This is an optimization exercise on Yosys and OpenROAD, whose aim is small area, a short achievable clock period and few clock cycles, not a production implementation. Only the layout flow was run in this run; the RTL was not checked for function there. No activity file was given, so power comes from the tool's default toggle rates.

===== flow/config.mk =====
export PLATFORM = sky130hd
export DESIGN_NAME = time_codec
export DESIGN_NICKNAME = time_codec
export VERILOG_FILES = /design/flow/design.v
export SDC_FILE = /design/flow/constraint.sdc
export NUM_CORES = 4
export LEC_CHECK = 0
export CAP_MARGIN = 20
export CORE_MARGIN = 2
export CORE_UTILIZATION = 40
export PLACE_DENSITY = 0.6
export SLEW_MARGIN = 20

===== flow/constraint.sdc =====
create_clock -name core_clock -period 14.0 [get_ports {clk}]
set_input_delay 2.8000 -clock core_clock [delete_from_list [all_inputs] [get_ports {clk}]]
set_output_delay 2.8000 -clock core_clock [all_outputs]
set_load 0.01 [all_outputs]

===== flow/design.v =====
module time_codec (
    input  wire        clk,
    input  wire        rst,         
    input  wire        start,
    input  wire [2:0]  op,
    input  wire [31:0] a,
    input  wire [31:0] b,
    input  wire [31:0] timebase,
    input  wire [15:0] fps,
    input  wire [31:0] tqmask,
    input  wire [7:0]  tq,
    output wire        done,
    output wire        err,
    output wire [31:0] res_hi,
    output wire [31:0] res_lo,
    output wire [7:0]  res_tq
);
    localparam [31:0] NS_PER_S = 32'd1000000000;
    localparam [2:0] OP_TOWIRE   = 3'd0,
                     OP_TOWIREHP = 3'd1,
                     OP_FROMWIRE = 3'd2,
                     OP_PACKRT   = 3'd3,
                     OP_UNPACKRT = 3'd4;
    localparam [1:0] PH_TB  = 2'd0,    
                     PH_FPS = 2'd1,    
                     PH_FA  = 2'd2,    
                     PH_FB  = 2'd3;    
    reg         s_step, s_round, s_inc, s_ainit, s_done;
    reg  [1:0]  ph;
    reg         err_q;
    reg  [29:0] R;            
    reg  [31:0] Q;            
    reg  [29:0] K;            
    reg  [29:0] D;            
    reg  [31:0] H;            
    reg  [4:0]  cnt;          
    reg         yx;           
    reg         yl;           
    reg         ab;           
    reg         chk;          
    reg         big;          
    reg         sadd;         
    reg         sc;           
    wire idle = !(s_step | s_round | s_inc | s_ainit);
    wire [31:0] fr = b & ~tqmask;
    wire [32:0] opA = {2'b00, R, yl};
    wire [32:0] opB = yx ? {3'b000, K} : 33'd0;
    wire [32:0] nD1 = ~{3'b000, D};
    wire [32:0] nD2 = ~{2'b00, D, 1'b0};
    wire [32:0] s1  = opA ^ opB ^ nD1;
    wire [32:0] k1  = (opA & opB) | (opA & nD1) | (opB & nD1);
    wire [32:0] s2  = opA ^ opB ^ nD2;
    wire [32:0] k2  = (opA & opB) | (opA & nD2) | (opB & nD2);
    wire [32:0] V, c1, c2;
    bk_add #(33) u_v  (.x(opA), .y(opB), .ci(1'b0), .s(V));
    bk_add #(33) u_c1 (.x(s1), .y({k1[31:0], 1'b0}), .ci(1'b1), .s(c1));    
    bk_add #(33) u_c2 (.x(s2), .y({k2[31:0], 1'b0}), .ci(1'b1), .s(c2));    
    wire        ge2 = !c2[32];
    wire        ge1 = !c1[32];
    wire [1:0]  d   = ge2 ? 2'd2 : (ge1 ? 2'd1 : 2'd0);
    wire [29:0] Rn  = ge2 ? c2[29:0] : (ge1 ? c1[29:0] : V[29:0]);
    wire [30:0] qs_hi   = s_round ? Q[31:1] : Q[30:0];
    wire [30:0] qs_hi1  = qs_hi + 31'd1;
    wire        qh_c    = s_round ? (Q[0] & d[0]) : d[1];
    wire [31:0] Qn      = {qh_c ? qs_hi1 : qs_hi, s_round ? (Q[0] ^ d[0]) : d[0]};
    wire [31:0] Qp1     = Q[0] ? {qs_hi1, 1'b0} : {Q[31:1], 1'b1};    
    wire [24:0] cmpv = (ph == PH_FPS) ? {9'd0, fps} : timebase[24:0];
    wire        eq0  = (Q[24:0] == cmpv);
    wire        eq1  = (Qp1[24:0] == cmpv);
    wire        hit  = d[0] ? eq1 : eq0;
    function ybit;
        input [1:0]  p;
        input [4:0]  i;
        begin
            case (p)
                PH_TB:  ybit = (i[4:3] == 2'b11) ? 1'b0 : timebase[i];
                PH_FPS: ybit = fps[i[3:0]] & ~i[4];
                PH_FA:  ybit = fr[i];
                default: ybit = NS_PER_S[i];
            endcase
        end
    endfunction
    wire [4:0] cnt_m1 = cnt - 5'd1;
    wire       ynext  = ybit(ph, cnt_m1);
    reg  [3:0] fmsb;
    reg        f2nd;
    integer j;
    always @(*) begin
        fmsb = 4'd0;
        f2nd = 1'b0;
        for (j = 0; j < 16; j = j + 1)
            if (fps[j]) begin
                fmsb = j[3:0];
                f2nd = (j == 0) ? 1'b0 : fps[j-1];
            end
    end
    wire is_fw   = (op == OP_FROMWIRE);
    wire is_hpf  = (op == OP_TOWIREHP) && (fps != 16'd0);
    wire tb_bad  = (timebase == 32'd0) || (timebase > 32'h01000000);
    wire ns_bad  = (b >= NS_PER_S);
    wire bad     = (op > OP_UNPACKRT) ||
                   ((op == OP_TOWIRE || op == OP_TOWIREHP) && (tb_bad || ns_bad)) ||
                   (is_fw && tb_bad);
    wire quick   = bad || (op == OP_PACKRT) || (op == OP_UNPACKRT);
    wire sz   = sadd & ab;
    wire ssum = H[0] ^ sz ^ sc;
    wire scy  = (H[0] & sz) | (H[0] & sc) | (sz & sc);
    always @(posedge clk) begin
        if (rst) begin
            s_step  <= 1'b0;
            s_round <= 1'b0;
            s_inc   <= 1'b0;
            s_ainit <= 1'b0;
            s_done  <= 1'b0;
        end else begin
            s_done <= 1'b0;
            if (idle) begin
                if (start) begin
                    s_done  <= quick;
                    s_round <= !quick && is_hpf && (fmsb == 4'd0);
                    s_step  <= !quick && !(is_hpf && (fmsb == 4'd0));
                end
            end
            if (s_step) begin
                if (chk && (big || d != 2'd0)) begin
                    s_step  <= 1'b0;
                    s_ainit <= 1'b1;
                end else if (cnt == 5'd0 && ph != PH_FA) begin
                    s_step  <= 1'b0;
                    s_round <= 1'b1;
                end
            end
            if (s_ainit) begin
                s_ainit <= 1'b0;
                s_step  <= 1'b1;
            end
            if (s_round) begin
                s_round <= 1'b0;
                if (hit)
                    s_inc <= 1'b1;
                else if (ph == PH_FPS)
                    s_step <= 1'b1;
                else
                    s_done <= 1'b1;
            end
            if (s_inc && cnt == 5'd0) begin
                s_inc  <= 1'b0;
                s_done <= 1'b1;
            end
        end
    end
    always @(posedge clk) begin
        if (idle) begin
            err_q <= bad;
            H     <= a;
            K     <= is_fw ? fr[29:0] : b[29:0];
            D     <= is_fw ? timebase[29:0] : NS_PER_S[29:0];
            big   <= |fr[31:30];
            chk   <= is_fw;
            sadd  <= 1'b0;
            yl    <= 1'b0;
            case (op)
                OP_PACKRT:   Q <= {b[23:0], tq};
                OP_UNPACKRT: Q <= {8'd0, b[31:8]};
                default:     Q <= 32'd0;
            endcase
            if (is_fw) begin
                ph  <= PH_FB;
                R   <= 30'd0;
                cnt <= 5'd29;
                yx  <= 1'b1;
            end else if (is_hpf) begin
                ph  <= PH_FPS;
                R   <= b[29:0];
                cnt <= {1'b0, fmsb - 4'd1};
                yx  <= f2nd;
            end else begin
                ph  <= PH_TB;
                R   <= timebase[24] ? b[29:0] : 30'd0;
                cnt <= 5'd23;
                yx  <= timebase[23];
            end
        end
        if (s_step) begin
            chk <= 1'b0;
            if (sadd) begin
                H  <= {ssum, H[31:1]};
                sc <= scy;
            end
            ab  <= a[~cnt_m1];
            cnt <= cnt_m1;
            yx  <= (ph != PH_FA) && ynext && (cnt != 5'd0);
            yl  <= (ph == PH_FA) && ynext && (cnt != 5'd0);
            if (cnt == 5'd0 && ph == PH_FA) begin
                H    <= Qn;
                K    <= Rn;
                R    <= 30'd0;
                Q    <= 32'd0;
                ph   <= PH_FB;
                cnt  <= 5'd31;
                yx   <= 1'b0;
                yl   <= 1'b0;
                ab   <= a[0];
                sadd <= 1'b1;
                sc   <= 1'b0;
            end else begin
                R <= Rn;
                Q <= Qn;
            end
        end
        if (s_ainit) begin
            R   <= 30'd0;
            Q   <= 32'd0;
            ph  <= PH_FA;
            cnt <= 5'd31;
            yx  <= 1'b0;
            yl  <= fr[31];
        end
        if (s_round) begin
            sadd <= 1'b0;
            sc   <= 1'b1;
            cnt  <= hit ? 5'd31 : 5'd23;
            if (ph == PH_FPS) begin
                K  <= Qn[29:0];
                D  <= {14'd0, fps};
                R  <= timebase[24] ? Qn[29:0] : 30'd0;
                Q  <= 32'd0;
                ph <= PH_TB;
                yx <= timebase[23];
            end else begin
                Q  <= Qn;
            end
        end
        if (s_inc) begin
            H   <= {H[0] ^ sc, H[31:1]};
            sc  <= H[0] & sc;
            Q   <= 32'd0;
            cnt <= cnt_m1;
        end
    end
    assign done   = s_done;
    assign err    = err_q;
    assign res_hi = H;
    assign res_lo = Q;
    assign res_tq = K[7:0];
endmodule
module bk_add #(parameter N = 32) (
    input  wire [N-1:0] x,
    input  wire [N-1:0] y,
    input  wire         ci,
    output reg  [N-1:0] s
);
    reg [N-1:0] g, p, G, P;
    integer l, i, dd;
    always @(*) begin
        g = x & y;
        p = x ^ y;
        G = g;
        P = p;
        G[0] = g[0] | (p[0] & ci);
        for (l = 0; (1 << l) < N; l = l + 1) begin
            dd = 1 << l;
            for (i = 0; i < N; i = i + 1)
                if (((i + 1) % (2 * dd)) == 0) begin
                    G[i] = G[i] | (P[i] & G[i - dd]);
                    P[i] = P[i] & P[i - dd];
                end
        end
        for (l = 6; l >= 0; l = l - 1) begin
            dd = 1 << l;
            for (i = 0; i < N; i = i + 1)
                if (((i + 1) % (2 * dd)) == dd && i >= 2 * dd) begin
                    G[i] = G[i] | (P[i] & G[i - dd]);
                    P[i] = P[i] & P[i - dd];
                end
        end
        s = p ^ {G[N-2:0], ci};
    end
endmodule

===== flow/run.sh =====
#!/bin/bash
# synth_recipe.tcl (not shown) runs the flow's synth.tcl, then flattens the netlist and writes it again
# the make line also repeats each setting of config.mk as NAME=value (left out here)
make -C /OpenROAD-flow-scripts/flow DESIGN_CONFIG=/design/flow/config.mk WORK_HOME=/design/flow/orfs CLKGATE_MAP_FILE= SYNTH_SCRIPT=/design/flow/synth_recipe.tcl finish

==> run notes <==
[through the flow]
step                utilization [%]  setup slack (ns)
floorplan                         -             8.991
global placement              46.09             7.655
detailed placement            46.09             7.707
CTS                           47.41             7.830
global route                  47.41             7.419
finish                        47.43             7.688
[cell usage after synthesis (all sizes together), types with 6 or more instances]
cell,n
nor3b,8
mux2,8
a221oi,36
a21boi,7
a31oi,36
edfxtp,10
o31ai,11
o211ai,25
or3,7
a21o,41
buf,46
and2,26
nand3,97
mux4,24
nand2,293
a22o,22
xnor2,51
nor2b,18
o22ai,33
o21a,14
fa,103
a2111oi,7
o21ai,142
a22oi,25
clkbuf,122
ha,92
nor3,54
a211oi,48
nor4,16
inv,214
a211o,21
a21oi,240
nand3b,7
mux2i,55
dfxtp,164
nand4,22
nor2,185
nand2b,21
and3,17
and4,8
xor2,49
o32ai,7
a31o,6
[layout make-up]
| cell class | instances | area [um^2] | share of cell area, % |
|---|---|---|---|
| clock buffer | 19 | 442.9 | 1.968 |
| timing repair buffer | 273 | 2628 | 11.68 |
| clock inverter | 13 | 180.2 | 0.8007 |
| inverter | 215 | 808.3 | 3.592 |
| antenna | 4 | 10.01 | 0.04448 |
| sequential | 174 | 3588 | 15.95 |
| multi-input combinational | 1955 | 14080 | 62.55 |
| tap | 615 | 769.5 | 3.420 |
[path summary, 6_finish.rpt]
| check | end | cells past startpoint |
|---|---|---|
| hold reg to reg | D[22]$_DFF_P_ | 2 |
| hold / removal | D[22]$_DFF_P_ | 2 |
| setup / recovery | s_step$_SDFF_PP0_ | 18 |
| setup reg to reg | s_step$_SDFF_PP0_ | 18 |
[power breakdown]
part           internal, mW  total [mW]  switching (mW)  leakage, nW
sequential            0.535       0.591          0.0565         1.46
combinational         0.425        1.05           0.628         7.58
clock                 0.291       0.535           0.244        0.299
[logic make-up (layout without fill, tap and decap cells)]
family	count (synthesis)	after routing	share of synthesized area, %
AOI/OAI and AO/OA	772	772	26.22
xor gates and xnor gates	100	100	4.584
adders and majority gates	197	197	16.92
buffers and inverters	383	520	7.930
DFF	174	174	18.75
muxes	87	87	6.201
other	1	9	0.01962
and+or+nand+nor	794	794	19.37
[flip-flops by register name, indices dropped and copies added (netlist names), 2 cells and up]
| signal | flops |
|---|---|
| Q | 32 |
| D | 30 |
| cnt | 5 |
| H | 32 |
| ph | 2 |
| R | 30 |
| K | 30 |
[cell usage in the layout (no fill, tap or decap), types with 14 or more instances in the layout]
master / instances
nand4_1: 22
buf_4: 42
ha_1: 92
a211oi_1: 48
mux4_2: 24
a22o_1: 22
fa_1: 103
a211o_1: 21
clkbuf_16: 17
o21a_1: 14
a221oi_1: 36
and2_1: 24
o22ai_1: 32
and3_1: 17
nand3_1: 95
clkdlybuf4s50_1: 231
nor3_1: 53
nor2b_1: 18
nor2_1: 180
o211ai_1: 25
a31oi_1: 35
a21o_1: 41
dfxtp_1: 162
inv_1: 214
nand2_1: 292
a22oi_1: 24
a21oi_1: 240
o21ai_0: 136
nand2b_1: 21
nor4_1: 15
xor2_1: 48
mux2i_1: 55
xnor2_1: 51
[per-layer routing]
layer  routed length [um]  part of all wire, %  vias up
li1                     -                    -     9220
met1                35750                   41    10039
met2                37970                   43     1305
met3                 8870                   10      275
met4                 5440                  6.2        2
met5                   13                0.015        -
[worst min-delay path: cells and delay by family (launching register included)]
family | cells | cell delay [ns]
flip-flops | 1 | 0.31
AND/OR/NAND/NOR | 1 | 0.05
AO/OA/AOI/OAI | 1 | 0.05
==> impl_metrics.ini <==
[timing]
setup_total_negative_slack_ns = 0
setup_repair_after_global_routing_missed_its_margin = false
tightestPinTransition_ns = 1.224
finClkSkew_ns = 0.01507
slew_viol_final = 0
setup_violations = 0
final-hold-violation-count = 0
clock.fmax_mhz = 158.4
hold_slack_ns = 0.4578
slew-limit-headroom_pct = 17.81
final_worst_path_period_share_pct = 45.08
final_period_minus_worst_setup_slack_ns = 6.312

[route]
final_antenna_net_count = 0
drcViolationCount = 0
routed_via_density = 6.377
drt_iter0_markers = 2650
drt_pre_antenna_iters = 6
drt_wirelength_um = 88050
detailroute.via_count = 20841
drt-wirelength-per-cell_um = 26.94

[global_routing]
gr-usage-met2_pct = 53.13
track_usage_pct = 34.90
grtUsageMet3_pct = 7.009
grt_pass1_wl_um = 129700
grt_max_degree = 66
globalRouteMet1Util_pct = 46.22
number_of_global_route_vias_before_repair = 20030
grt_ovf = 0
antenna_found_initial = 4
grt_busiest_layer = met2

[setup_path]
type_of_origin_of_the_critical_path = flip-flop
critical_path.cell_chain = buf_4 > nand2_1 > fa_1 > inv_1 > ha_1 > and3_1 > nand3_1 > a211oi_1 > o21ai_0 > nand3_1 > and2_2 > buf_4 > nand2_1 > a211oi_1 > a211o_1 > o2111a_1 > o2111ai_1 > o221a_1
reg2reg_slack_ns = 7.69
worst-endpoint-arrival_ns = 6.68
timing_worst_setup_path_type = reg -> reg
timing.critical_path.max_delay_family = compound AO/OA/AOI/OAI gates
setup.worst_path.start = yx$_DFF_P_
worstReg2RegStart = yx$_DFF_P_
worstPathRequired_ns = 14.37
cp_num_buf_inv = 3
endpoint_kind = flip-flop
critical-path-max-stage-delay_ns = 0.59
slowest_stage = dfxtp_1
critPathMaxFanout = 43

[worst_hold_path]
hold_path.startpoint = D[22]$_DFF_P_
hp-class = reg -> reg

[layout]
final.fill_count = 4782
post_route_cells_drive_above_1_share_pct = 5.361
design_area_mm2 = 0.02250
num-nets-final = 2989
area_growth_pct = 17.76
final-instance-count-excl-fill = 3268

[floorplanning]
die_area_mm2 = 0.04954
die_height_um = 222.6
rows = 80
io_pins = 232
coreArea_mm2 = 0.04745
initial_core_util_pct = 40.27
chipWidth_um = 222.6

[clock_tree]
cts.hold.buffers_added = 0
clockBufferDepth = 2
clkSinkCount = 174
cts-htree-levels = 4
clk_lat_worst_skew_ns = 0.47
path_clk_slew_ns = 0.08
postCtsSetupRepairBufs = 0
tritoncts = yes
numCtsBuffers = 17
cts.root.buffer_cell = clkbuf_16
cts.repair.resized = 0

[flow_run]
cap_violations = 0

[placement]
portBuffers = 231
dp.final_hpwl_um = 67700
place.gp.congestion = 1.009
postPlaceCellArea_mm2 = 0.02187
place_inst = 3232

[power_and_ir_drop]
power.ir.vdd_worst_mv = 0.09197
power_density_mw_per_mm2 = 96.82
totalPowerFinal_mw = 2.179
power.leakage_nw = 9.334

[logic_synthesis]
synth.yosys.seq_area_share_pct = 18.75
synthesis.area_mm2 = 0.01911
ys.warnings.count = 2
synth_flop_type = dfxtp_1
area_leader_netlist = dfxtp_1
synth_cell_types = 95
synth_top_area_share_pct = 17.18
postSynth.asyncResetShare_pct = 0
netlist_top_cells_area = dfxtp_1 17%, fa_1 11%, a21oi_1 6.3%
synth_edf_count = 10
synthCells = 2508
postSynthAreaPerCell_um2 = 7.619
yosys_register_bits = 174

[outcome]
outcome = finished clean

afterwards: timing with drivers on the ports:
How much do the figures lean on ideal ports? The routed layout below was timed once more, with nothing changed but the port constraints. Step 1 sets driving cells, clkbuf_16 on the clock port and buf_2 on the other inputs (assumed; they add their load-dependent delay and slew). Step 2, shift: input delay + t, output delay - t, t = (earliest + latest rising clock arrival at the registers) / 2. This alone moves slack from input paths to output paths. Slacks: ideal ports / drivers / drivers and shift; pairs: ideal ports / drivers.
shift t [ns]: 0.518
setup WS [ns]: 7.688 / 7.688 / 7.577
pins driven straight from the clock port: 1
After both steps this run still meets setup and hold. For this run, drivers alone change the setup slack by 0.000 ns; drivers and shift together by -0.111 ns.
